Context: an optimization exercise on an open-source flow, tuned for small area, a short achievable clock period and few clock cycles. The choices shown serve that exercise and are no tape-out recipe.
The RTL was checked by simulation tests, not by an equivalence proof against the original design.
Power and IR drop assume default switching activity.

--- config.mk ---
export PLATFORM = sky130hd
export DESIGN_NAME = oob_dispatcher
export DESIGN_NICKNAME = oob_dispatcher
export VERILOG_FILES = /design/flow/design.v
export SDC_FILE = /design/flow/constraint.sdc
export NUM_CORES = 4
export LEC_CHECK = 0
export CAP_MARGIN = 20
export CORE_MARGIN = 2
export CORE_UTILIZATION = 40
export PLACE_DENSITY = 0.6
export SLEW_MARGIN = 20
--- run.sh ---
#!/bin/bash
# synth_recipe.tcl (not shown) runs the flow's synth.tcl, then flattens the netlist and writes it again
# the make line also repeats each setting of config.mk as NAME=value (left out here)
make -C /OpenROAD-flow-scripts/flow DESIGN_CONFIG=/design/flow/config.mk WORK_HOME=/design/flow/orfs CLKGATE_MAP_FILE= SYNTH_SCRIPT=/design/flow/synth_recipe.tcl finish
--- constraint.sdc ---
create_clock -name core_clock -period 16.0 [get_ports {clk}]
set_input_delay 3.2000 -clock core_clock [delete_from_list [all_inputs] [get_ports {clk}]]
set_output_delay 3.2000 -clock core_clock [all_outputs]
set_load 0.01 [all_outputs]
--- design.v ---
module oob_dispatcher #(
    parameter NREG    = 8,      
    parameter PMAX    = 8,      
    parameter PKT_MAX = 2048    
) (
    input  wire        clk,
    input  wire        rst,
    input  wire        cfg_we,
    input  wire [7:0]  cfg_addr,
    input  wire [7:0]  cfg_data,
    input  wire        in_valid,
    output wire        in_ready,
    input  wire        in_tick,
    input  wire [7:0]  in_data,
    output reg         rsp_valid,
    input  wire        rsp_ready,
    output reg  [7:0]  rsp_data,
    output wire        oob_valid,
    input  wire        oob_ready,
    output wire [2:0]  oob_kind,
    output wire [2:0]  oob_reg,
    output wire [3:0]  oob_cid,
    output wire [11:0] oob_len,
    output wire [7:0]  oob_data
);
    localparam K_DATA  = 3'd0;
    localparam K_END   = 3'd1;
    localparam K_BAD   = 3'd2;
    localparam K_SHORT = 3'd3;
    localparam K_EVENT = 3'd4;
    localparam P_SCAN    = 2'd0;
    localparam P_HDR     = 2'd1;
    localparam P_PAYLOAD = 2'd2;
    integer r, k;
    reg [NREG*PMAX*8-1:0] pat;        
    reg [NREG*4-1:0]      plen;       
    reg [NREG-1:0]        pbulk;      
    reg [15:0]            timeout;
    always @(posedge clk) begin
        if (cfg_we && !cfg_addr[7] && !cfg_addr[3])
            pat[{cfg_addr[6:4], cfg_addr[2:0]}*8 +: 8] <= cfg_data;
    end
    always @(posedge clk) begin
        if (rst) begin
            plen    <= {NREG*4{1'b0}};
            pbulk   <= {NREG{1'b0}};
            timeout <= 16'd100;
        end else if (cfg_we) begin
            if (!cfg_addr[7]) begin
                if (cfg_addr[3]) begin
                    plen[cfg_addr[6:4]*4 +: 4] <= cfg_data[3:0];
                    pbulk[cfg_addr[6:4]]       <= cfg_data[4];
                end
            end else if (cfg_addr == 8'h80) begin
                timeout[7:0] <= cfg_data;
            end else if (cfg_addr == 8'h81) begin
                timeout[15:8] <= cfg_data;
            end
        end
    end
    reg        t_v, t_tick;
    reg [7:0]  t_b;
    reg        k_v, k_tick;
    reg [7:0]  k_b;
    assign in_ready = !k_v;
    wire take = in_valid && !k_v;
    wire go;                           
    always @(posedge clk) begin
        if (rst) begin
            t_v <= 1'b0;
            k_v <= 1'b0;
        end else if (!t_v || go) begin
            if (k_v) begin
                t_v <= 1'b1;
                k_v <= 1'b0;
            end else begin
                t_v <= take;
            end
        end else if (take) begin
            k_v <= 1'b1;
        end
    end
    always @(posedge clk) begin
        if (!t_v || go) begin
            t_tick <= k_v ? k_tick : in_tick;
            t_b    <= k_v ? k_b    : in_data;
        end
        if (!k_v) begin
            k_tick <= in_tick;
            k_b    <= in_data;
        end
    end
    reg [1:0]        phase;
    reg [NREG*4-1:0] cur;             
    reg [2:0]        hcnt;            
    reg              h_ok;            
    reg              h_lt, h_eq;      
    reg              h_zero;          
    reg [2:0]        f_reg;
    reg [3:0]        f_cid;
    reg [11:0]       f_len;           
    reg [11:0]       f_cnt;           
    reg [15:0]       f_tc;            
    reg              s2_v;
    reg [7:0]        s2_b;
    reg [3:0]        s2_drop;         
    reg [7:0]        q_mem [0:7];
    reg [3:0]        q_wp, q_rp, q_rd;
    reg              o_v, o_te;
    reg [2:0]        o_kind, o_reg;
    reg [7:0]        o_data;
    reg              x_v, x_te;
    reg [2:0]        x_kind, x_reg;
    reg [7:0]        x_data;
    reg [7:0]        pc, p0;
    reg              m, m0;
    reg [3:0]        cu, lr, cr;
    reg [NREG*4-1:0] ncur;
    reg [NREG-1:0]   hit;
    reg              any_hit;
    reg [2:0]        win;
    reg [3:0]        win_len;
    always @(*) begin
        for (r = 0; r < NREG; r = r + 1) begin
            cu = cur[r*4 +: 4];
            lr = plen[r*4 +: 4];
            pc = pat[(r*PMAX + {29'd0, cu[2:0]})*8 +: 8];
            p0 = pat[r*PMAX*8 +: 8];
            m  = (t_b == pc);
            m0 = (t_b == p0);
            if (m)       cr = cu + 4'd1;
            else if (m0) cr = 4'd1;
            else         cr = 4'd0;
            hit[r] = (lr != 4'd0) && (m ? (cu + 4'd1 == lr) : (m0 && lr == 4'd1));
            ncur[r*4 +: 4] = (lr == 4'd0 || hit[r]) ? 4'd0 : cr;
        end
        any_hit = |hit;
        win     = 3'd0;
        for (r = NREG - 1; r >= 0; r = r - 1)
            if (hit[r]) win = r[2:0];
        win_len = plen[win*4 +: 4];
    end
    function is_dec(input [7:0] b);
        is_dec = (b >= 8'h30) && (b <= 8'h39);
    endfunction
    function is_hex(input [7:0] b);
        is_hex = is_dec(b) || (b >= 8'h41 && b <= 8'h46) || (b >= 8'h61 && b <= 8'h66);
    endfunction
    function [3:0] hexval(input [7:0] b);
        hexval = is_dec(b) ? b[3:0] : b[3:0] + 4'd9;
    endfunction
    reg  [3:0]  ref_d;
    always @(*) begin
        case (hcnt[1:0])
            2'd1:    ref_d = 4'd2;
            2'd2:    ref_d = 4'd0;
            2'd3:    ref_d = 4'd4;
            default: ref_d = 4'd8;
        endcase
    end
    wire        b_dec  = is_dec(t_b);
    wire [3:0]  b_dig  = t_b[3:0];
    wire        d_lt   = b_dig < ref_d;
    wire        d_eq   = b_dig == ref_d;
    wire        n_ok   = h_ok && b_dec;
    wire        n_lt   = h_lt || (h_eq && d_lt);
    wire        n_eq   = h_eq && d_eq;
    wire        n_zero = h_zero && (b_dig == 4'd0);
    wire [11:0] len10  = {f_len[8:0], 3'd0} + {f_len[10:0], 1'b0} + {8'd0, b_dig};
    wire        hdr_good = n_ok && (n_lt || n_eq);
    wire        is_scan = (phase == P_SCAN);
    wire        is_hdr  = (phase == P_HDR);
    wire [3:0]  q_cnt   = q_wp - q_rd;
    wire        last    = (f_cnt + 12'd1 == f_len);
    wire        tmo     = (f_tc == timeout);
    wire block = x_v
              || (is_hdr && o_v)
              || ({1'b0, q_cnt} + {4'd0, s2_v} >= 5'd8);
    assign go = t_v && !block;
    wire go_byte = go && !t_tick;
    wire go_tick = go && t_tick;
    reg        rec_v, rec_te;
    reg [2:0]  rec_kind, rec_reg;
    always @(*) begin
        rec_v    = 1'b0;
        rec_te   = 1'b0;
        rec_kind = K_DATA;
        rec_reg  = f_reg;
        if (go_tick) begin
            if (!is_scan && tmo) begin
                rec_v    = 1'b1;
                rec_kind = K_SHORT;
            end
        end else if (go_byte) begin
            case (phase)
            P_SCAN: begin
                if (any_hit && !pbulk[win]) begin
                    rec_v    = 1'b1;
                    rec_kind = K_EVENT;
                    rec_reg  = win;
                end
            end
            P_HDR: begin
                if (hcnt == 3'd4) begin
                    if (!hdr_good) begin
                        rec_v    = 1'b1;
                        rec_kind = K_BAD;
                    end else if (n_zero) begin
                        rec_v    = 1'b1;
                        rec_kind = K_END;
                    end
                end
            end
            default: begin
                rec_v  = 1'b1;
                rec_te = last;
            end
            endcase
        end
    end
    always @(posedge clk) begin
        if (rst) begin
            phase <= P_SCAN;
            cur   <= {NREG*4{1'b0}};
            s2_v  <= 1'b0;
        end else begin
            s2_v <= go_byte && is_scan;
            if (go_tick) begin
                if (!is_scan) begin
                    f_tc <= f_tc + 16'd1;
                    if (tmo) phase <= P_SCAN;
                end
            end else if (go_byte) begin
                case (phase)
                P_SCAN: begin
                    cur <= any_hit ? {NREG*4{1'b0}} : ncur;
                    if (any_hit) begin
                        f_reg <= win;
                        if (pbulk[win]) begin
                            phase <= P_HDR;
                            hcnt  <= 3'd0;
                            f_tc  <= 16'd0;
                        end
                    end
                end
                P_HDR: begin
                    f_tc <= 16'd0;
                    hcnt <= hcnt + 3'd1;
                    if (hcnt == 3'd0) begin
                        h_ok   <= is_hex(t_b);
                        f_cid  <= hexval(t_b);
                        h_lt   <= 1'b0;
                        h_eq   <= 1'b1;
                        h_zero <= 1'b1;
                        f_len  <= 12'd0;
                    end else begin
                        h_ok   <= n_ok;
                        h_lt   <= n_lt;
                        h_eq   <= n_eq;
                        h_zero <= n_zero;
                        f_len  <= len10;
                        if (hcnt == 3'd4) begin
                            f_cnt <= 12'd0;
                            if (!hdr_good || n_zero) phase <= P_SCAN;
                            else                     phase <= P_PAYLOAD;
                        end
                    end
                end
                default: begin
                    f_tc  <= 16'd0;
                    f_cnt <= f_cnt + 12'd1;
                    if (last) phase <= P_SCAN;
                end
                endcase
            end
        end
    end
    always @(posedge clk) begin
        s2_b    <= t_b;
        s2_drop <= any_hit ? win_len : 4'd0;
    end
    reg [3:0] hmax;
    always @(*) begin
        hmax = 4'd0;
        for (r = 0; r < NREG; r = r + 1)
            if (cur[r*4 +: 4] > hmax) hmax = cur[r*4 +: 4];
    end
    wire [3:0] wp_n = q_wp + 4'd1 - s2_drop;
    wire       q_rel = (q_rd != q_rp);
    always @(posedge clk) begin
        if (s2_v)
            q_mem[q_wp[2:0]] <= s2_b;
    end
    always @(posedge clk) begin
        if (rst) begin
            q_wp      <= 4'd0;
            q_rp      <= 4'd0;
            q_rd      <= 4'd0;
            rsp_valid <= 1'b0;
        end else begin
            if (s2_v) begin
                q_wp <= wp_n;
                q_rp <= wp_n - hmax;
            end
            if (!rsp_valid || rsp_ready) begin
                rsp_valid <= q_rel;
                if (q_rel) q_rd <= q_rd + 4'd1;
            end
        end
    end
    always @(posedge clk) begin
        if ((!rsp_valid || rsp_ready) && q_rel)
            rsp_data <= q_mem[q_rd[2:0]];
    end
    wire o_pop  = o_v && oob_ready;
    wire o_free = !o_v || (o_pop && !o_te);
    always @(posedge clk) begin
        if (rst) begin
            o_v <= 1'b0;
            x_v <= 1'b0;
        end else begin
            if (o_pop && o_te) begin
                o_kind <= K_END;
                o_te   <= 1'b0;
            end else if (o_free) begin
                if (x_v) begin
                    o_v    <= 1'b1;
                    o_kind <= x_kind;
                    o_reg  <= x_reg;
                    o_data <= x_data;
                    o_te   <= x_te;
                end else begin
                    o_v    <= rec_v;
                    o_kind <= rec_kind;
                    o_reg  <= rec_reg;
                    o_data <= t_b;
                    o_te   <= rec_te;
                end
            end
            if (o_free && x_v) begin
                x_v <= 1'b0;
            end else if (rec_v && !(o_free && !x_v)) begin
                x_v    <= 1'b1;
                x_kind <= rec_kind;
                x_reg  <= rec_reg;
                x_data <= t_b;
                x_te   <= rec_te;
            end
        end
    end
    assign oob_valid = o_v;
    assign oob_kind  = o_kind;
    assign oob_reg   = o_reg;
    assign oob_data  = o_data;
    assign oob_cid   = f_cid;
    assign oob_len   = f_len;
endmodule
==> results of run 1 <==
[critical path, delay by kind of cell, from the launching register on]
family / cells / cell delay, ns
compound gates: 26 / 5.27
xor+xnor: 2 / 0.36
fa+ha+maj: 10 / 3.11
buf+inv: 2 / 0.17
flops: 1 / 0.95
mux: 4 / 1.30
simple gates: 18 / 2.63
[Yosys cell counts (all sizes together), types with 6 or more instances]
library cell / instances / share of area (%)
nand2: 150 / 1.3
edfxtp: 677 / 47
o211ai: 6 / 0.10
o22ai: 11 / 0.16
dfxtp: 129 / 6.0
a211oi: 14 / 0.24
xnor2: 158 / 3.2
mux2: 531 / 14
nor3: 40 / 0.47
a22oi: 29 / 0.51
ha: 80 / 2.3
buf: 43 / 0.48
nor2: 290 / 2.6
xor2: 107 / 2.2
o21bai: 9 / 0.16
a31oi: 6 / 0.087
a21oi: 60 / 0.70
and4: 9 / 0.18
nand4: 37 / 0.54
clkbuf: 127 / 1.1
or3: 15 / 0.24
and3: 14 / 0.20
nand3: 58 / 0.69
and2: 17 / 0.25
mux4: 144 / 7.6
nand2b: 13 / 0.19
nor4: 34 / 0.54
a21o: 12 / 0.21
or2: 12 / 0.19
inv: 73 / 0.64
a32oi: 29 / 0.59
mux2i: 105 / 2.4
a211o: 12 / 0.24
o21ai: 51 / 0.59
nor2b: 17 / 0.25
[power by group through the flow]
stage | logic, µW | clock network, µW | registers (µW)
CTS | 475 | 2170 | 2390
finish | 472 | 2130 | 2390
global route | 507 | 2260 | 2390
global placement | 469 | 0 | 2430
floorplan | 290 | 0 | 2440
detailed placement | 474 | 0 | 2430
[cell families after synthesis]
logic type	after synthesis	synth area share [%]
adders and majority gates	87	2.61
muxes	780	23.9
buffers and inverters	244	2.24
and+or+nand+nor	720	7.87
AOI/OAI and AO/OA	285	4.56
xor gates and xnor gates	265	5.41
DFF	806	53.4
[per-stage QoR]
stage          instances  setup WS (ns)
3_3_place_gp        4550           2.42
2_1_floorplan       3187           3.95
5_1_grt             4720           1.14
6_report            4720           2.08
4_1_cts             4720           2.15
3_5_place_dp        4550           2.21
[final cells by class]
| type | count | area [µm²] |
|---|---|---|
| inverters | 74 | 278 |
| multi-input cells | 2137 | 19100 |
| well taps | 1403 | 1760 |
| clock inverters | 45 | 415 |
| fillers | 9506 | 58500 |
| clock buffers | 125 | 2610 |
| flip-flops and latches | 806 | 22900 |
| repair buffers | 130 | 1140 |
[final timing paths]
check	startpoint	to	slack [ns]	cells past startpoint
max reg2reg	cur[1]	q_rp[3]	2.08	62
min reg2reg	pbulk[2]	pbulk[2]	0.46	2
max	cur[1]	q_rp[3]	2.08	62
min	pbulk[2]	pbulk[2]	0.46	2
[metal layers]
layer	vias up	share of wire, %	global-route usage (%)
li1	12300	-	-
met1	13600	46	27.5
met2	707	46	30.9
met3	158	5.1	2.67
met4	4	2.8	6.37
met5	-	0.025	0
==> out/results.ini, run 1 <==
[run_status]
status = finished clean

[grt]
antenna_found_initial = 2
grt_overflow = 0
grt_pass1_vias = 26400
grt_pass1_wl_um = 165000
track_usage_pct = 19.4
grt_max_degree = 175

[sta]
final.min_clock_period_ns = 13.92
setup_tns_ns = 0
rsz0062_at_grt = no
hold_violations = 0
fmaxAchievable_mhz = 71.8
final_max_slew_viol_count = 0
fin_skew_ns = 0.0275
period_share_pct = 87.0
maxSlewHeadroom_pct = 8.55
final-setup-viol-count = 0
timing.hold.ws_ns = 0.458
tightest_slew_ns = 1.37

[clocking]
htree_levels = 3
hold_buffers = 0
post-cts-setup-buffers = 0
cts_sinks = 806
clkTransAtPathRegs_ns = 0.07
clk_latency_ns = 0.66
cts_tree = done
cts_buffers = 92
ctsResizeCount = 0
cts_max_path_buffers = 3
cts_root_buffer = clkbuf_16

[finish]
final_cell_mix = edfxtp_1 (677), mux2_2 (529), nor2_1 (289)
num_antenna_cells = 0
finish.utilization_pct = 45.2
largest_reg_flops = 512
stdcell_area_um2 = 48200
final_common_cell = edfxtp_1
layout-drive-gt1-share_pct = 27.8
nets = 3357
syn2layout_area_growth_pct = 12.4

[drt]
ant_nets = 0
vias_per_cell = 5.66
firstDrtPassIters = 7
wire_per_inst_um = 23.1
via_count = 26700
wirelength_um = 109000
drc = 0
drt_iter0_drc = 2204

[place]
gp_congestion = 0.892
io_buffers = 71
hpwl_um = 69100
place_area_um2 = 45200

[floorplanning]
start_util_pct = 40.2
io_pins = 72
core_area_um2 = 107000
num_rows = 120
dieWidth_um = 332
die_h_um = 332
dieArea_um2 = 110000

[critical_path]
cp_slowest_stage_delay_ns = 0.95
critPathArrivalTime_ns = 14.47
cp_data_required_time_ns = 16.55
start_kind = register
crit_type = register to register
cpMostUsedCell = ha_1
worst_path_max_delay_cell = dfxtp_1
crit_path_end_kind = register
crit_fanout = 21

[synthesis]
ys_ff_latch = 806
synth_cell_types = 79
synthArstFlopShare_pct = 0
seq_area_frac_synth_pct = 53.4
syn_inst = 3187
postSynthAreaPerCell_um2 = 13.5
synth_nets = 3303
netlist_area_um2 = 42900
synth_edf_count = 677
ys.flop_type = edfxtp_1
yosys_warnings = 1

[pwr]
p_leak_uw = 0.0161
netSwitchingPower_uw = 1200
swShare_pct = 24.0
total_power_uw = 4980
intPower_uw = 3790
seqPwrFrac_pct = 47.9
ir_drop_uv = 71.6
pwr-share-comb_pct = 9.5
p_clk_share_pct = 42.7
power_density_nw_per_um2 = 103

[flow_run]
maxCapViolCount = 0

[worst_hold_path]
worst_hold_path_type = register to register

Testbench counts, summed over its fixed seeds: cycles 86,940.
==> run 2: changes to the inputs <==
--- a/design.v
+++ b/design.v
@@ -36,10 +36,16 @@
     reg [NREG*4-1:0]      plen;       
     reg [NREG-1:0]        pbulk;      
     reg [15:0]            timeout;
-    always @(posedge clk) begin
-        if (cfg_we && !cfg_addr[7] && !cfg_addr[3])
-            pat[{cfg_addr[6:4], cfg_addr[2:0]}*8 +: 8] <= cfg_data;
-    end
+    genvar gr, gk;
+    generate
+        for (gr = 0; gr < NREG; gr = gr + 1) begin : g_pr
+            for (gk = 0; gk < PMAX; gk = gk + 1) begin : g_pk
+                always @(posedge clk)
+                    if (cfg_we && cfg_addr == {1'b0, gr[2:0], 1'b0, gk[2:0]})
+                        pat[(gr*PMAX + gk)*8 +: 8] <= cfg_data;
+            end
+        end
+    endgenerate
     always @(posedge clk) begin
         if (rst) begin
             plen    <= {NREG*4{1'b0}};
@@ -138,7 +144,10 @@
         win     = 3'd0;
         for (r = NREG - 1; r >= 0; r = r - 1)
             if (hit[r]) win = r[2:0];
-        win_len = plen[win*4 +: 4];
+        win_len = 4'd0;
+        for (r = 0; r < NREG; r = r + 1)
+            if (hit[r] && !(|(hit & ((1 << r) - 1))))
+                win_len = win_len | plen[r*4 +: 4];
     end
     function is_dec(input [7:0] b);
         is_dec = (b >= 8'h30) && (b <= 8'h39);
@@ -170,12 +179,12 @@
     wire        hdr_good = n_ok && (n_lt || n_eq);
     wire        is_scan = (phase == P_SCAN);
     wire        is_hdr  = (phase == P_HDR);
-    wire [3:0]  q_cnt   = q_wp - q_rd;
+    reg         q_full;           
     wire        last    = (f_cnt + 12'd1 == f_len);
     wire        tmo     = (f_tc == timeout);
     wire block = x_v
               || (is_hdr && o_v)
-              || ({1'b0, q_cnt} + {4'd0, s2_v} >= 5'd8);
+              || (q_full && is_scan && !t_tick);
     assign go = t_v && !block;
     wire go_byte = go && !t_tick;
     wire go_tick = go && t_tick;
@@ -277,15 +286,23 @@
     end
     always @(posedge clk) begin
         s2_b    <= t_b;
-        s2_drop <= any_hit ? win_len : 4'd0;
+        s2_drop <= win_len;
     end
+    reg [7:1] th;
     reg [3:0] hmax;
     always @(*) begin
-        hmax = 4'd0;
+        th = 7'd0;
         for (r = 0; r < NREG; r = r + 1)
-            if (cur[r*4 +: 4] > hmax) hmax = cur[r*4 +: 4];
+            for (k = 1; k < 8; k = k + 1)
+                if (cur[r*4 +: 3] >= k) th[k] = 1'b1;
+        hmax[3] = 1'b0;
+        hmax[2] = th[4];
+        hmax[1] = (th[2] && !th[4]) || th[6];
+        hmax[0] = (th[1] && !th[2]) || (th[3] && !th[4]) || (th[5] && !th[6]) || th[7];
     end
     wire [3:0] wp_n = q_wp + 4'd1 - s2_drop;
+    wire [3:0] wp_x = s2_v ? wp_n : q_wp;     
+    wire [3:0] q_fill = wp_x - q_rd;          
     wire       q_rel = (q_rd != q_rp);
     always @(posedge clk) begin
         if (s2_v)
@@ -296,8 +313,10 @@
             q_wp      <= 4'd0;
             q_rp      <= 4'd0;
             q_rd      <= 4'd0;
+            q_full    <= 1'b0;
             rsp_valid <= 1'b0;
         end else begin
+            q_full <= ({1'b0, q_fill} + {4'd0, go_byte && is_scan} >= 5'd8);
             if (s2_v) begin
                 q_wp <= wp_n;
                 q_rp <= wp_n - hmax;
==> run 2 against run 1 <==
Effect of this change:
- via count shrank 16%
- non-clock buffer count shrank 20
- sequential power shrank 3%
- still clean
- first-iteration DRC count grew 3.9%
- clock power shrank 4%
- flip-flop and latch count grew 1
- setup slack gained 8.1 ns
- combinational power shrank 37%
- fmax grew 140%
==> out/results.ini, run 2 <==
[run_status]
status = finished clean

[critical_path]
cpMostUsedCell = ha_1
crit_family = simple AND/OR/NAND/NOR gates
cp_data_required_time_ns = 16.48
crit_path_end_kind = register
crit_fanout = 14
crit_type = primary input to register
cp_slowest_stage_delay_ns = 0.79
crit_buf_inv = 2
worst_path_max_delay_cell = clkdlybuf4s50_1
cp_cell_sequence = clkdlybuf4s50_1 -> inv_1 -> ha_1 -> ha_1 -> nor4bb_1 -> nor2b_1 -> and2_1 -> nand2_1 -> a22oi_1 -> nor2_1
critPathArrivalTime_ns = 6.33
start_kind = primary input

[drt]
vias_per_cell = 5.63
firstDrtPassIters = 7
drc = 0
via_count = 22500
ant_nets = 0
wirelength_um = 98000
wire_per_inst_um = 24.5
drt_iter0_drc = 2290

[worst_hold_path]
worst_hold_path_type = register to register

[sta]
final-setup-viol-count = 0
fin_skew_ns = 0.0200
fmaxAchievable_mhz = 171
rsz0062_at_grt = no
setup_tns_ns = 0
final.min_clock_period_ns = 5.84
final_max_slew_viol_count = 0
tightest_slew_ns = 1.10
hold_violations = 0
maxSlewHeadroom_pct = 26.4
period_share_pct = 36.5

[synthesis]
syn_inst = 2666
synthArstFlopShare_pct = 0
yosysMostFrequentCell = edfxtp_1
synth_top_cell_area_share_pct = 55.8
synth.largest_area_cell = edfxtp_1
synth_cell_types = 86
postSynthAreaPerCell_um2 = 13.7
seq_area_frac_synth_pct = 62.9
ys.flop_type = edfxtp_1
ys_ff_latch = 807
synth_edf_count = 677
netlist_area_um2 = 36500
yosys_warnings = 1
synth_nets = 2790
synthTopCellsByArea = edfxtp_1 (56%), dfxtp_1 (7.1%), mux2i_1 (5.2%)
synth_commonest_cells = edfxtp_1 (677), nor2_1 (274), mux2i_1 (191)

[clocking]
ctsResizeCount = 0
clk_latency_ns = 0.64
cts_buffers = 84
cts_tree = done
hold_buffers = 0
clkTransAtPathRegs_ns = 0.06
cts_sinks = 807
cts_root_buffer = clkbuf_16
post-cts-setup-buffers = 0
htree_levels = 3
cts_max_path_buffers = 3

[place]
io_buffers = 71
place_inst = 3840
gp_congestion = 0.947
hpwl_um = 64500

[finish]
stdcell_count = 3997
largest_reg_flops = 512
final_common_cell = edfxtp_1
n_fill_cell = 7924
seq_area_um2 = 22900
layout-drive-gt1-share_pct = 11.5
multi_input_area_um2 = 12800
nets = 2875
syn2layout_area_growth_pct = 13.3
final_cell_mix = edfxtp_1 (677), nor2_1 (274), mux2i_1 (191)

[floorplanning]
dieWidth_um = 306
num_rows = 110
start_util_pct = 40.4
core_area_um2 = 90100
die_h_um = 306
io_pins = 72
dieArea_um2 = 93600

[grt]
track_usage_pct = 20.9
antenna_found_initial = 1
grt_overflow = 0
grt_max_degree = 89
grt_pass1_wl_um = 146000
grt_pass1_vias = 22600

[pwr]
total_power_uw = 4680
ir_drop_uv = 100
power_density_nw_per_um2 = 113
p_leak_uw = 0.0136

[flow_run]
maxCapViolCount = 0

run 2: changes by cell type after synthesis, moves of 9 or more:
cell	before	now
mux2_2	529	51
a21oi_1	60	74
mux4_2	144	65
xor2_1	107	74
xnor2_1	158	144
a22oi_1	29	39
a32oi_1	29	5
buf_2	18	34
nand2b_1	13	22
o22ai_1	11	45
nor2_1	289	274
mux2i_1	105	191
or3_1	13	23
clkbuf_1	127	53
run 2: logic make-up after synthesis:
group	synth area share [%]
flip-flops	62.9
AND/OR/NAND/NOR	9.54
AO/OA/AOI/OAI	5.98
multiplexers	10.9
XOR/XNOR	5.24
buffers and inverters	2.18
adder cells (fa/ha/maj)	3.29
run 2: per-stage QoR:
| stage | area [µm²] | hold slack (ns) | util [%] | setup WS (ns) |
|---|---|---|---|---|
| 2_1_floorplan | 36500 | 0.363 | - | 10.52 |
| 3_3_place_gp | 38400 | 0.457 | 42.6 | 9.71 |
| 3_5_place_dp | 38400 | 0.458 | 42.6 | 9.59 |
| 4_1_cts | 41300 | 0.480 | 45.8 | 10.16 |
| 5_1_grt | 41300 | 0.489 | 45.8 | 9.87 |
| 6_report | 41300 | 0.475 | 45.8 | 10.16 |
run 2: final cells by class:
type / count / share of cell area (%)
Sequential cell: 807 / 55.5
Multi-Input combinational cell: 1668 / 30.9
Clock buffer: 109 / 5.57
Tap cell: 1176 / 3.56
Timing Repair Buffer: 110 / 2.33
Clock inverter: 44 / 1.40
Inverter: 80 / 0.727
Antenna cell: 3 / 0.0182
run 2: path summary, 6_finish.rpt:
path                                   from  cells past startpoint         to  slack (ns)
worst max-delay path            cfg_addr[4]                     10   plen[30]       10.16
worst min-delay path                 k_b[2]                      1     k_b[2]        0.47
worst max register to register      cur[20]                     14  x_data[5]       10.24
worst min register to register       k_b[2]                      1     k_b[2]        0.47
run 2: worst register-to-register path: stages, from the launching register on:
cell and delay (ns):
dfxtp_2 0.45, buf_4 0.42, mux4_2 0.57, mux2i_1 0.17
xor2_1 0.18, o221ai_1 0.15, nor4b_2 0.56, mux2i_1 0.59
nor4_2 0.13, nor3_2 0.40, mux2i_1 0.26, mux2i_1 0.14
mux2_2 0.41, o21ai_0 0.34, and3_1 0.64
run 2: metal layers:
layer	track usage, %	vias to the layer above	wire (µm)
li1	-	10200	-
met1	28.4	11300	42300
met2	33.2	838	45500
met3	3.80	176	6630
met4	8.39	0	3550
met5	0	-	0
run 2: power by group:
part | switching (µW) | internal (µW) | total (µW)
Clock | 812 | 1240 | 2050
Sequential | 21.5 | 2310 | 2330
Combinational | 181 | 114 | 295
Total | 1010 | 3670 | 4680
Testbench counts of run 2, summed over its fixed seeds: cycles 86,940.
==> run 3: changes to the inputs <==
--- a/config.mk
+++ b/config.mk
@@ -9,4 +9,5 @@
 export CORE_MARGIN = 2
 export CORE_UTILIZATION = 40
 export PLACE_DENSITY = 0.6
+export SETUP_SLACK_MARGIN = 5
 export SLEW_MARGIN = 20
==> run 3 against run 2 <==
Effect of this change:
- still clean on timing, DRC and antenna
- first-iteration DRC count is the same
- synthesized cell count is the same
- register-to-register slack is essentially flat
- critical endpoint unchanged
- largest cell class unchanged
- largest power group unchanged
- highest routed layer unchanged
==> out/results.ini, run 3 <==
[synthesis]
synth_top_cell_area_share_pct = 55.8
syn_inst = 2666
seq_area_frac_synth_pct = 62.9
synth.largest_area_cell = edfxtp_1
synthMuxAreaShare_pct = 10.9
synthArstFlopShare_pct = 0
synth_nets = 2790
synth_cell_types = 86
synth_compound_area_share_pct = 5.98
ys_ff_latch = 807
synth_top_family_by_area = multiplexers
synth_edf_count = 677
yosys_warnings = 1
synth-simple-area-share_pct = 9.54
synth_commonest_cells = edfxtp_1 (677), nor2_1 (274), mux2i_1 (191)
yosysMostFrequentCell = edfxtp_1
synthAdderAreaFrac_pct = 3.29
netlist_area_um2 = 36500
synthTopCellsByArea = edfxtp_1 (56%), dfxtp_1 (7.1%), mux2i_1 (5.2%)
synth-xor-area-share_pct = 5.24
postSynthAreaPerCell_um2 = 13.7
ys.flop_type = edfxtp_1

[critical_path]
cp_data_required_time_ns = 16.48
crit_fanout = 14
r2r-end = x_data[5]
crit_type = primary input to register
critPathArrivalTime_ns = 6.33
r2r-start = cur[20]
worstSetupStartpoint = cfg_addr[4]
rr_worst_depth = 14
crit_path_end_kind = register
reg2reg_slack_ns = 10.24
cp-endpoint = plen[30]
start_kind = primary input

[sta]
rsz0062_at_grt = no
hold_violations = 0
fmaxAchievable_mhz = 171
tightest_slew_ns = 1.10
setup_tns_ns = 0
timing.hold.ws_ns = 0.475
period_share_pct = 36.5
final-setup-viol-count = 0
final.min_clock_period_ns = 5.84
final_max_slew_viol_count = 0
fin_skew_ns = 0.0200
maxSlewHeadroom_pct = 26.4

[drt]
drt_iter0_drc = 2290
vias_per_cell = 5.63
via_count = 22500
wire_per_inst_um = 24.5
wirelength_um = 98000
firstDrtPassIters = 7
ant_nets = 0
drc = 0

[floorplanning]
dieWidth_um = 306
core_area_um2 = 90100
die_h_um = 306
dieArea_um2 = 93600
io_pins = 72
start_util_pct = 40.4
num_rows = 110

[pwr]
netSwitchingPower_uw = 1010
pwr-share-comb_pct = 6.3
power_density_nw_per_um2 = 113
total_power_uw = 4680
ir_drop_uv = 100
p_leak_uw = 0.0136
intPower_uw = 3670
p_clk_share_pct = 43.9
swShare_pct = 21.7
seqPwrFrac_pct = 49.8

[grt]
grt_pass1_vias = 22600
grt_pass1_wl_um = 146000
grt_overflow = 0
grt_max_degree = 89
antenna_found_initial = 1
track_usage_pct = 20.9

[clocking]
ctsResizeCount = 0
cts_tree = done
cts_root_buffer = clkbuf_16
clkTransAtPathRegs_ns = 0.06
cts_sinks = 807
hold_buffers = 0
htree_levels = 3
clk_latency_ns = 0.64
cts_buffers = 84
cts_max_path_buffers = 3
post-cts-setup-buffers = 0

[finish]
final_common_cell = edfxtp_1
finish.utilization_pct = 45.8
largest_reg_flops = 512
stdcell_count = 3997
final_cell_mix = edfxtp_1 (677), nor2_1 (274), mux2i_1 (191)
syn2layout_area_growth_pct = 13.3
layout-drive-gt1-share_pct = 11.5
nets = 2875

[place]
place_inst = 3840
gp_congestion = 0.947
hpwl_um = 64500
io_buffers = 71

[flow_run]
maxCapViolCount = 0

[run_status]
status = finished clean

[worst_hold_path]
worst_hold_path_type = register to register

## run 3: layout make-up
cell class,instances,area (µm²)
multi-input combinational,1668,12800
sequential,807,22900
tap,1176,1470
clock inverter,44,581
timing repair buffer,110,961
antenna,3,7.51
clock buffer,109,2300
inverter,80,300
fill,7924,48800
## run 3: logic make-up after synthesis
group / after synthesis
muxes: 308
and+or+nand+nor: 726
buffers and inverters: 191
xor gates and xnor gates: 218
AOI/OAI and AO/OA: 323
DFF: 807
adders and majority gates: 93
## run 3: metal layers
layer	track usage, %	routed length, µm
met5	0	0
met1	28.4	42300
met2	33.2	45500
met4	8.39	3550
met3	3.80	6630
## run 3: power by group through the flow
stage	clock (µW)	sequential [µW]	combinational, µW
global route	2170	2330	320
global placement	0	2380	293
detailed placement	0	2380	298
finish	2050	2330	295
CTS	2090	2330	299
floorplan	0	2370	165
## run 3: critical path, cell delays in order
cell,delay [ns]
clkdlybuf4s50_1,0.79
inv_1,0.14
ha_1,0.28
ha_1,0.30
nor4bb_1,0.64
nor2b_1,0.31
and2_1,0.26
nand2_1,0.14
a22oi_1,0.21
nor2_1,0.06
## run 3: worst min-delay path by stage
| stage | startpoint | endpoint | slack (ns) | depth (start not counted) |
|---|---|---|---|---|
| detailed placement | k_b[1] | k_b[1] | 0.46 | 1 |
| floorplan | t_b[4] | s2_b[4] | 0.36 | 0 |
| CTS | k_b[1] | k_b[1] | 0.48 | 1 |
| global route | k_b[7] | k_b[7] | 0.49 | 1 |
| finish | k_b[2] | k_b[2] | 0.47 | 1 |
| global placement | k_b[1] | k_b[1] | 0.46 | 1 |
## run 3: stage by stage
| stage | setup slack [ns] | cell area (µm²) |
|---|---|---|
| floorplan | 10.52 | 36500 |
| global placement | 9.71 | 38400 |
| detailed placement | 9.59 | 38400 |
| CTS | 10.16 | 41300 |
| global route | 9.87 | 41300 |
| finish | 10.16 | 41300 |
==> run 4: changes to the inputs <==
--- a/design.v
+++ b/design.v
@@ -33,7 +33,8 @@
     localparam P_PAYLOAD = 2'd2;
     integer r, k;
     reg [NREG*PMAX*8-1:0] pat;        
-    reg [NREG*4-1:0]      plen;       
+    reg [NREG-1:0]        pen;        
+    reg [NREG*3-1:0]      plm;        
     reg [NREG-1:0]        pbulk;      
     reg [15:0]            timeout;
     genvar gr, gk;
@@ -46,23 +47,31 @@
             end
         end
     endgenerate
-    always @(posedge clk) begin
-        if (rst) begin
-            plen    <= {NREG*4{1'b0}};
-            pbulk   <= {NREG{1'b0}};
-            timeout <= 16'd100;
-        end else if (cfg_we) begin
-            if (!cfg_addr[7]) begin
-                if (cfg_addr[3]) begin
-                    plen[cfg_addr[6:4]*4 +: 4] <= cfg_data[3:0];
-                    pbulk[cfg_addr[6:4]]       <= cfg_data[4];
+    generate
+        for (gr = 0; gr < NREG; gr = gr + 1) begin : g_len
+            always @(posedge clk) begin
+                if (rst) begin
+                    pen[gr]   <= 1'b0;
+                    pbulk[gr] <= 1'b0;
+                end else if (cfg_we && cfg_addr == {1'b0, gr[2:0], 4'b1000}) begin
+                    pen[gr]   <= (cfg_data[3:0] != 4'd0);
+                    pbulk[gr] <= cfg_data[4];
                 end
-            end else if (cfg_addr == 8'h80) begin
-                timeout[7:0] <= cfg_data;
-            end else if (cfg_addr == 8'h81) begin
-                timeout[15:8] <= cfg_data;
             end
+            always @(posedge clk)
+                if (cfg_we && cfg_addr == {1'b0, gr[2:0], 4'b1000})
+                    plm[gr*3 +: 3] <= cfg_data[2:0] - 3'd1;
         end
+    endgenerate
+    always @(posedge clk) begin
+        if (rst)
+            timeout[7:0] <= 8'd100;
+        else if (cfg_we && cfg_addr == 8'h80)
+            timeout[7:0] <= cfg_data;
+        if (rst)
+            timeout[15:8] <= 8'd0;
+        else if (cfg_we && cfg_addr == 8'h81)
+            timeout[15:8] <= cfg_data;
     end
     reg        t_v, t_tick;
     reg [7:0]  t_b;
@@ -97,7 +106,7 @@
         end
     end
     reg [1:0]        phase;
-    reg [NREG*4-1:0] cur;             
+    reg [NREG*3-1:0] cur;             
     reg [2:0]        hcnt;            
     reg              h_ok;            
     reg              h_lt, h_eq;      
@@ -108,8 +117,8 @@
     reg [11:0]       f_cnt;           
     reg [15:0]       f_tc;            
     reg              s2_v;
-    reg [7:0]        s2_b;
-    reg [3:0]        s2_drop;         
+    reg              s2_hit;          
+    reg [2:0]        s2_lm;           
     reg [7:0]        q_mem [0:7];
     reg [3:0]        q_wp, q_rp, q_rd;
     reg              o_v, o_te;
@@ -120,34 +129,37 @@
     reg [7:0]        x_data;
     reg [7:0]        pc, p0;
     reg              m, m0;
-    reg [3:0]        cu, lr, cr;
-    reg [NREG*4-1:0] ncur;
-    reg [NREG-1:0]   hit;
-    reg              any_hit;
-    reg [2:0]        win;
-    reg [3:0]        win_len;
+    reg [2:0]        cu, lm, cr;
+    reg [NREG*3-1:0] ncur;
+    reg [NREG-1:0]   hit, first;
+    reg              any_hit, win_bulk;
+    reg [2:0]        win, win_lm;
     always @(*) begin
         for (r = 0; r < NREG; r = r + 1) begin
-            cu = cur[r*4 +: 4];
-            lr = plen[r*4 +: 4];
-            pc = pat[(r*PMAX + {29'd0, cu[2:0]})*8 +: 8];
+            cu = cur[r*3 +: 3];
+            lm = plm[r*3 +: 3];
+            pc = pat[(r*PMAX + {29'd0, cu})*8 +: 8];
             p0 = pat[r*PMAX*8 +: 8];
             m  = (t_b == pc);
             m0 = (t_b == p0);
-            if (m)       cr = cu + 4'd1;
-            else if (m0) cr = 4'd1;
-            else         cr = 4'd0;
-            hit[r] = (lr != 4'd0) && (m ? (cu + 4'd1 == lr) : (m0 && lr == 4'd1));
-            ncur[r*4 +: 4] = (lr == 4'd0 || hit[r]) ? 4'd0 : cr;
+            if (m)       cr = cu + 3'd1;
+            else if (m0) cr = 3'd1;
+            else         cr = 3'd0;
+            hit[r] = pen[r] && (m ? (cu == lm) : (m0 && lm == 3'd0));
+            ncur[r*3 +: 3] = (!pen[r] || hit[r]) ? 3'd0 : cr;
         end
         any_hit = |hit;
-        win     = 3'd0;
-        for (r = NREG - 1; r >= 0; r = r - 1)
-            if (hit[r]) win = r[2:0];
-        win_len = 4'd0;
         for (r = 0; r < NREG; r = r + 1)
-            if (hit[r] && !(|(hit & ((1 << r) - 1))))
-                win_len = win_len | plen[r*4 +: 4];
+            first[r] = hit[r] && !(|(hit & ((1 << r) - 1)));
+        win      = 3'd0;
+        win_lm   = 3'd0;
+        win_bulk = 1'b0;
+        for (r = 0; r < NREG; r = r + 1)
+            if (first[r]) begin
+                win      = win | r[2:0];
+                win_lm   = win_lm | plm[r*3 +: 3];
+                win_bulk = win_bulk | pbulk[r];
+            end
     end
     function is_dec(input [7:0] b);
         is_dec = (b >= 8'h30) && (b <= 8'h39);
@@ -203,7 +215,7 @@
         end else if (go_byte) begin
             case (phase)
             P_SCAN: begin
-                if (any_hit && !pbulk[win]) begin
+                if (any_hit && !win_bulk) begin
                     rec_v    = 1'b1;
                     rec_kind = K_EVENT;
                     rec_reg  = win;
@@ -230,7 +242,7 @@
     always @(posedge clk) begin
         if (rst) begin
             phase <= P_SCAN;
-            cur   <= {NREG*4{1'b0}};
+            cur   <= {NREG*3{1'b0}};
             s2_v  <= 1'b0;
         end else begin
             s2_v <= go_byte && is_scan;
@@ -240,20 +252,16 @@
                     if (tmo) phase <= P_SCAN;
                 end
             end else if (go_byte) begin
+                f_tc <= 16'd0;
                 case (phase)
                 P_SCAN: begin
-                    cur <= any_hit ? {NREG*4{1'b0}} : ncur;
-                    if (any_hit) begin
-                        f_reg <= win;
-                        if (pbulk[win]) begin
-                            phase <= P_HDR;
-                            hcnt  <= 3'd0;
-                            f_tc  <= 16'd0;
-                        end
-                    end
+                    cur   <= any_hit ? {NREG*3{1'b0}} : ncur;
+                    f_reg <= win;
+                    hcnt  <= 3'd0;
+                    if (any_hit && win_bulk)
+                        phase <= P_HDR;
                 end
                 P_HDR: begin
-                    f_tc <= 16'd0;
                     hcnt <= hcnt + 3'd1;
                     if (hcnt == 3'd0) begin
                         h_ok   <= is_hex(t_b);
@@ -276,7 +284,6 @@
                     end
                 end
                 default: begin
-                    f_tc  <= 16'd0;
                     f_cnt <= f_cnt + 12'd1;
                     if (last) phase <= P_SCAN;
                 end
@@ -285,8 +292,8 @@
         end
     end
     always @(posedge clk) begin
-        s2_b    <= t_b;
-        s2_drop <= win_len;
+        s2_hit <= any_hit;
+        s2_lm  <= win_lm;
     end
     reg [7:1] th;
     reg [3:0] hmax;
@@ -294,19 +301,19 @@
         th = 7'd0;
         for (r = 0; r < NREG; r = r + 1)
             for (k = 1; k < 8; k = k + 1)
-                if (cur[r*4 +: 3] >= k) th[k] = 1'b1;
+                if (cur[r*3 +: 3] >= k) th[k] = 1'b1;
         hmax[3] = 1'b0;
         hmax[2] = th[4];
         hmax[1] = (th[2] && !th[4]) || th[6];
         hmax[0] = (th[1] && !th[2]) || (th[3] && !th[4]) || (th[5] && !th[6]) || th[7];
     end
-    wire [3:0] wp_n = q_wp + 4'd1 - s2_drop;
+    wire [3:0] wp_n = s2_hit ? q_wp - {1'b0, s2_lm} : q_wp + 4'd1;
     wire [3:0] wp_x = s2_v ? wp_n : q_wp;     
     wire [3:0] q_fill = wp_x - q_rd;          
     wire       q_rel = (q_rd != q_rp);
     always @(posedge clk) begin
-        if (s2_v)
-            q_mem[q_wp[2:0]] <= s2_b;
+        if (go_byte && is_scan)
+            q_mem[wp_x[2:0]] <= t_b;
     end
     always @(posedge clk) begin
         if (rst) begin
--- a/config.mk
+++ b/config.mk
@@ -9,5 +9,4 @@
 export CORE_MARGIN = 2
 export CORE_UTILIZATION = 40
 export PLACE_DENSITY = 0.6
-export SETUP_SLACK_MARGIN = 5
 export SLEW_MARGIN = 20
==> run 4 against run 3 <==
Effect of this change:
- sequential share of layout area is 0.75 points higher
- global-route usage is 0.23 points lower
- critical path depth is 1 higher
- hold slack worse by 0.0016 ns
- fmax is 0.68% higher
- die area is 1.6% lower
- critical path type is now register to register
- highest routed layer is now met5
==> out/results.ini, run 4 <==
[sta]
fin_skew_ns = 0.0195
final.min_clock_period_ns = 5.81
final_max_slew_viol_count = 0
fmaxAchievable_mhz = 172
hold_violations = 0
maxSlewHeadroom_pct = 25.2
rsz0062_at_grt = no
tightest_slew_ns = 1.12
period_share_pct = 36.3
final-setup-viol-count = 0
setup_tns_ns = 0

[floorplanning]
dieArea_um2 = 92100
io_pins = 72
num_rows = 109
dieWidth_um = 303
die_h_um = 303
start_util_pct = 40.5
core_area_um2 = 88600

[drt]
vias_per_cell = 5.65
drt_iter0_drc = 2052
wl_met1_um = 40000
top_layer = met5
met3_length_um = 6600
via_count = 21500
dr_wl_met2_um = 44600
ant_nets = 0
wirelength_um = 94800
firstDrtPassIters = 6
drc = 0
wire_per_inst_um = 24.9

[clocking]
post-cts-setup-buffers = 0
htree_levels = 3
cts_root_buffer = clkbuf_16
cts_sinks = 791
ctsResizeCount = 0
hold_buffers = 0
clkTransAtPathRegs_ns = 0.06
cts_tree = done
clk_latency_ns = 0.64
cts_max_path_buffers = 3
cts_buffers = 82

[synthesis]
synth_commonest_cells = edfxtp_1 (701), nor2_1 (222), mux2i_1 (144)
synth_cell_types = 80
yosys_warnings = 1
seq_area_frac_synth_pct = 63.7
synth_top_cell_area_share_pct = 58.7
netlist_area_um2 = 35900
synthArstFlopShare_pct = 0
yosysMostFrequentCell = edfxtp_1
synthTopCellsByArea = edfxtp_1 (59%), dfxtp_1 (5.0%), mux4_2 (5.0%)
synth.largest_area_cell = edfxtp_1
ys_ff_latch = 791
ys.flop_type = edfxtp_1
syn_inst = 2490
synth_edf_count = 701
postSynthAreaPerCell_um2 = 14.4
synth_nets = 2609

[critical_path]
cp_slowest_stage_delay_ns = 1.04
r2r-end = x_data[0]
crit_path_end_kind = register
worst_path_max_delay_cell = dfxtp_1
cp_data_required_time_ns = 16.25
crit_family = compound AO/OA/AOI/OAI gates
reg2reg_slack_ns = 10.19
r2r-start = cur[0]
critical_path_depth = 11
crit_buf_inv = 0
rr_worst_depth = 11
critPathArrivalTime_ns = 6.06
cp_cell_sequence = mux2i_1 -> mux4_2 -> xor2_1 -> o211ai_1 -> nor4b_4 -> mux2_2 -> and2_0 -> o31ai_1 -> o211ai_2 -> nor2_1 -> o21a_1
crit_fanout = 24
crit_type = register to register
start_kind = register

[grt]
antenna_found_initial = 2
track_usage_pct = 20.6
grt_max_degree = 75
grt_pass1_vias = 21500
grt_overflow = 0
grt_pass1_wl_um = 140000

[worst_hold_path]
worst_hold_path_type = register to register
worstHoldStart = k_b[0]
hold_end = k_b[0]
whs_path_depth = 1

[finish]
n_fill_cell = 7713
largest_reg_flops = 512
num_antenna_cells = 0
final_common_cell = edfxtp_1
nets = 2699
syn2layout_area_growth_pct = 13.3
layout-drive-gt1-share_pct = 13.1
stdcell_count = 3813
final_cell_mix = edfxtp_1 (701), nor2_1 (220), mux2i_1 (144)

[flow_run]
maxCapViolCount = 0

[pwr]
p_leak_uw = 0.0134
ir_drop_uv = 91.6
power_density_nw_per_um2 = 113

[place]
place_inst = 3661
gp_congestion = 0.924
io_buffers = 71
hpwl_um = 60900

[run_status]
status = finished clean

[run 4: cell count changes in the layout (fill, tap and decap cells not counted), sizes merged, moves of 17 or more]
cell    previous run  this run
mux4              65        82
nor2             274       222
xnor2            144        97
o22ai             45        16
nor2b             25        43
xor2              74       114
dfxtp            130        90
nand4             33        53
a22oi             39        21
mux2i            191       144
a21oi             74        50
edfxtp           677       701
[run 4: report_power, final]
part / switching [µW] / internal (µW) / total, µW / leakage, µW
registers: 10.7 / 2280 / 2290 / 0.00708
logic: 173 / 96.9 / 270 / 0.00491
clock network: 825 / 1200 / 2020 / 0.00139
[run 4: cell type report]
class	instances	area (µm²)	area share [%]
Clock inverter	56	688	1.69
Sequential cell	791	22900	56.3
Clock buffer	96	2190	5.38
Timing Repair Buffer	114	988	2.43
Multi-Input combinational cell	1524	12200	30.0
Tap cell	1165	1460	3.59
Inverter	67	254	0.625
[run 4: logic make-up after synthesis]
group | count (synthesis) | share of synthesized area [%]
mux | 283 | 11.0
buf+inv | 175 | 2.33
fa+ha+maj | 88 | 3.18
flops | 791 | 63.7
xor+xnor | 211 | 5.15
compound gates | 254 | 5.05
simple gates | 688 | 9.59
[run 4: worst max path at each step]
stage	from	endpoint	slack [ns]
4_1_cts	cur[0]	x_data[0]	10.21
5_1_grt	cur[0]	x_kind[1]	9.78
3_5_place_dp	cfg_addr[2]	pat[57]	9.85
3_3_place_gp	cfg_addr[2]	pat[189]	9.90
6_report	cur[0]	x_data[0]	10.19
2_1_floorplan	rst	f_tc[0]	10.78
[run 4: per-layer routing]
layer,vias up,track usage [%]
met5,-,0
met2,828,33.4
met3,182,4.30
li1,9681,-
met4,4,7.46
met1,10800,27.6
[run 4: stage by stage]
step	worst slack [ns]	hold slack, ns	power, µW	area [µm²]	util (%)
finish	10.19	0.473	4580	40600	45.8
global route	9.78	0.491	4720	40600	45.8
CTS	10.21	0.475	4620	40600	45.8
detailed placement	9.85	0.464	2600	37700	42.6
global placement	9.90	0.461	2600	37700	42.6
floorplan	10.78	0.446	2480	35900	-
Testbench counts of run 4, summed over its fixed seeds: cycles 86,940.
==> run 5: changes to the inputs <==
--- a/config.mk
+++ b/config.mk
@@ -8,5 +8,6 @@
 export CAP_MARGIN = 20
 export CORE_MARGIN = 2
 export CORE_UTILIZATION = 40
+export CTS_BUF_LIST = sky130_fd_sc_hd__clkbuf_4 sky130_fd_sc_hd__clkbuf_8
 export PLACE_DENSITY = 0.6
 export SLEW_MARGIN = 20
==> run 5 against run 4 <==
Effect of this change:
- critical path depth did not move
- setup slack improved by 0.0095 ns
- clock-buffer cell count rose by 92
- wire length rose by 0.62%
- global-route usage rose by 0.16 points
- final cell count rose by 2.4%
- core utilization fell by 0.14 points
- area after synthesis did not move
- register-to-register slack barely moved
- sequential share of layout area rose by 0.17 points
- still clean
- fmax rose by 0.16%
- hold slack barely moved
==> out/results.ini, run 5 <==
[critical_path]
crit_family = compound AO/OA/AOI/OAI gates
crit_type = register to register
reg2reg_slack_ns = 10.20
crit_fanout = 24
crit_buf_inv = 0
critPathArrivalTime_ns = 6.19
critical_path_depth = 11
rr_worst_depth = 11
crit_path_end_kind = register
worst_path_max_delay_cell = dfxtp_1
start_kind = register
cp_cell_sequence = mux2i_1 -> mux4_2 -> xor2_1 -> o211ai_1 -> nor4b_4 -> mux2_2 -> and2_0 -> o31ai_1 -> o211ai_2 -> nor2_1 -> o21a_1
cp_data_required_time_ns = 16.40
cp_slowest_stage_delay_ns = 1.03

[finish]
largest_reg_flops = 512
final_common_cell = edfxtp_1
final_cell_mix = edfxtp_1 (701), nor2_1 (220), clkbuf_8 (146)
syn2layout_area_growth_pct = 12.9
n_fill_cell = 7763
stdcell_count = 3903
multi_input_area_um2 = 12200
seq_area_um2 = 22900
nets = 2750
layout-drive-gt1-share_pct = 15.8
num_antenna_cells = 0

[sta]
final.min_clock_period_ns = 5.80
setup_tns_ns = 0
final_max_slew_viol_count = 0
hold_violations = 0
maxSlewHeadroom_pct = 24.1
tightest_slew_ns = 1.14
period_share_pct = 36.2
fmaxAchievable_mhz = 173
final-setup-viol-count = 0
fin_skew_ns = 0.0391
rsz0062_at_grt = no

[synthesis]
synthTopCellsByArea = edfxtp_1 (59%), dfxtp_1 (5.0%), mux4_2 (5.0%)
ys_ff_latch = 791
yosysMostFrequentCell = edfxtp_1
synth_top_cell_area_share_pct = 58.7
synth_edf_count = 701
postSynthAreaPerCell_um2 = 14.4
ys.flop_type = edfxtp_1
synth.largest_area_cell = edfxtp_1
netlist_area_um2 = 35900
syn_inst = 2490
synth_nets = 2609
synthArstFlopShare_pct = 0
yosys_warnings = 1
synth_cell_types = 80
synth_commonest_cells = edfxtp_1 (701), nor2_1 (222), mux2i_1 (144)
seq_area_frac_synth_pct = 63.7

[drt]
wirelength_um = 95400
drt_iter0_drc = 2001
drc = 0
via_count = 21900
firstDrtPassIters = 6
vias_per_cell = 5.62
wire_per_inst_um = 24.4
ant_nets = 0

[clocking]
post-cts-setup-buffers = 0
hold_buffers = 0
htree_levels = 4
cts_tree = done
clkTransAtPathRegs_ns = 0.06
cts_root_buffer = clkbuf_8
clk_latency_ns = 0.79
cts_max_path_buffers = 3
cts_buffers = 133
ctsResizeCount = 0
cts_sinks = 791

[grt]
grt_overflow = 0
grt_pass1_wl_um = 140000
track_usage_pct = 20.8
grt_max_degree = 75
grt_pass1_vias = 22000
antenna_found_initial = 3

[worst_hold_path]
worst_hold_path_type = register to register
whs_path_depth = 1

[pwr]
p_leak_uw = 0.0134
ir_drop_uv = 77.9
power_density_nw_per_um2 = 109
total_power_uw = 4420

[run_status]
status = finished clean

[floorplanning]
start_util_pct = 40.5
io_pins = 72
dieArea_um2 = 92100
die_h_um = 303
core_area_um2 = 88600
num_rows = 109
dieWidth_um = 303

[place]
hpwl_um = 60900
place_inst = 3661
gp_congestion = 0.924
io_buffers = 71

[flow_run]
maxCapViolCount = 0

run 5: cell count changes in the layout (fill, tap and decap cells not counted), sizes merged:
cell    change
clkbuf     +92
bufinv      -7
inv         +1
clkinv      +4
run 5: worst paths after layout:
path | startpoint | end
max reg2reg | cur[0] | x_data[7]
max | cur[0] | x_data[7]
min reg2reg | k_b[0] | k_b[0]
min | k_b[0] | k_b[0]
run 5: layout make-up:
type                    instances  area share, %
well taps                    1165           3.60
repair buffers                114           2.44
multi-input cells            1524           30.1
inverters                      67          0.627
flip-flops and latches        791           56.4
clock inverters                54           1.06
clock buffers                 188           5.74
run 5: power breakdown:
group / switching (µW) / total (µW) / leakage (µW) / internal (µW)
combinational: 173 / 270 / 0.00491 / 96.9
sequential: 10.7 / 2290 / 0.00708 / 2280
clock: 819 / 1860 / 0.00144 / 1040
run 5: logic make-up (layout without fill, tap and decap cells):
kind of cell / Yosys count / after routing / share of synthesized area, %
and+or+nand+nor: 688 / 688 / 9.59
buffers and inverters: 175 / 423 / 2.33
AOI/OAI and AO/OA: 254 / 254 / 5.05
adders and majority gates: 88 / 88 / 3.18
DFF: 791 / 791 / 63.7
xor gates and xnor gates: 211 / 211 / 5.15
muxes: 283 / 283 / 11.0
run 5: per-stage QoR:
step / hold WS, ns / setup slack (ns) / instance area [µm²] / util, %
after floorplan: 0.446 / 10.78 / 35900 / -
after global placement: 0.461 / 9.90 / 37700 / 42.6
after detailed placement: 0.464 / 9.85 / 37700 / 42.6
after CTS: 0.475 / 10.23 / 40500 / 45.7
after global routing: 0.491 / 9.82 / 40500 / 45.7
final: 0.473 / 10.20 / 40500 / 45.7
run 5: per-layer routing:
metal | part of all wire, % | GRT usage [%] | up-vias | wire, µm
li1 | - | - | 9802 | -
met5 | 0.027 | 0 | - | 26
met1 | 43 | 27.8 | 11000 | 40700
met2 | 47 | 33.2 | 929 | 44500
met3 | 6.9 | 4.03 | 212 | 6560
met4 | 3.8 | 8.86 | 4 | 3580

separate check: timing with driven ports:
The flow's constraints put no driver on any port. The routed layouts listed below were extracted and timed again, unchanged, in two steps.
Step 1 assumes that a clkbuf_16 drives the clock port and a buf_2 every other input.
Step 2 adds t to the input delays and takes it off the output delays; t is the mean of the earliest and latest rising clock arrival at the registers after step 1. Input paths then give back, and output paths get back, about the clock's delay inside the block.
Three values: no drivers, after step 1, after step 2; two values: the first two.
| run | t, ns | setup slack, ns | latest minus earliest clock arrival (ns) |
|---|---|---|---|
| run 1 | 0.717 | 2.081 / 2.081 / 2.081 | 0.031 / 0.032 |
| run 2 | 0.696 | 10.155 / 10.176 / 9.480 | 0.022 / 0.022 |
| run 3 | 0.696 | 10.155 / 10.176 / 9.480 | 0.022 / 0.022 |
| run 4 | 0.694 | 10.195 / 10.195 / 9.773 | 0.026 / 0.026 |
| run 5 | 0.831 | 10.204 / 10.204 / 9.812 | 0.039 / 0.039 |
After both steps every run listed still meets setup and hold.
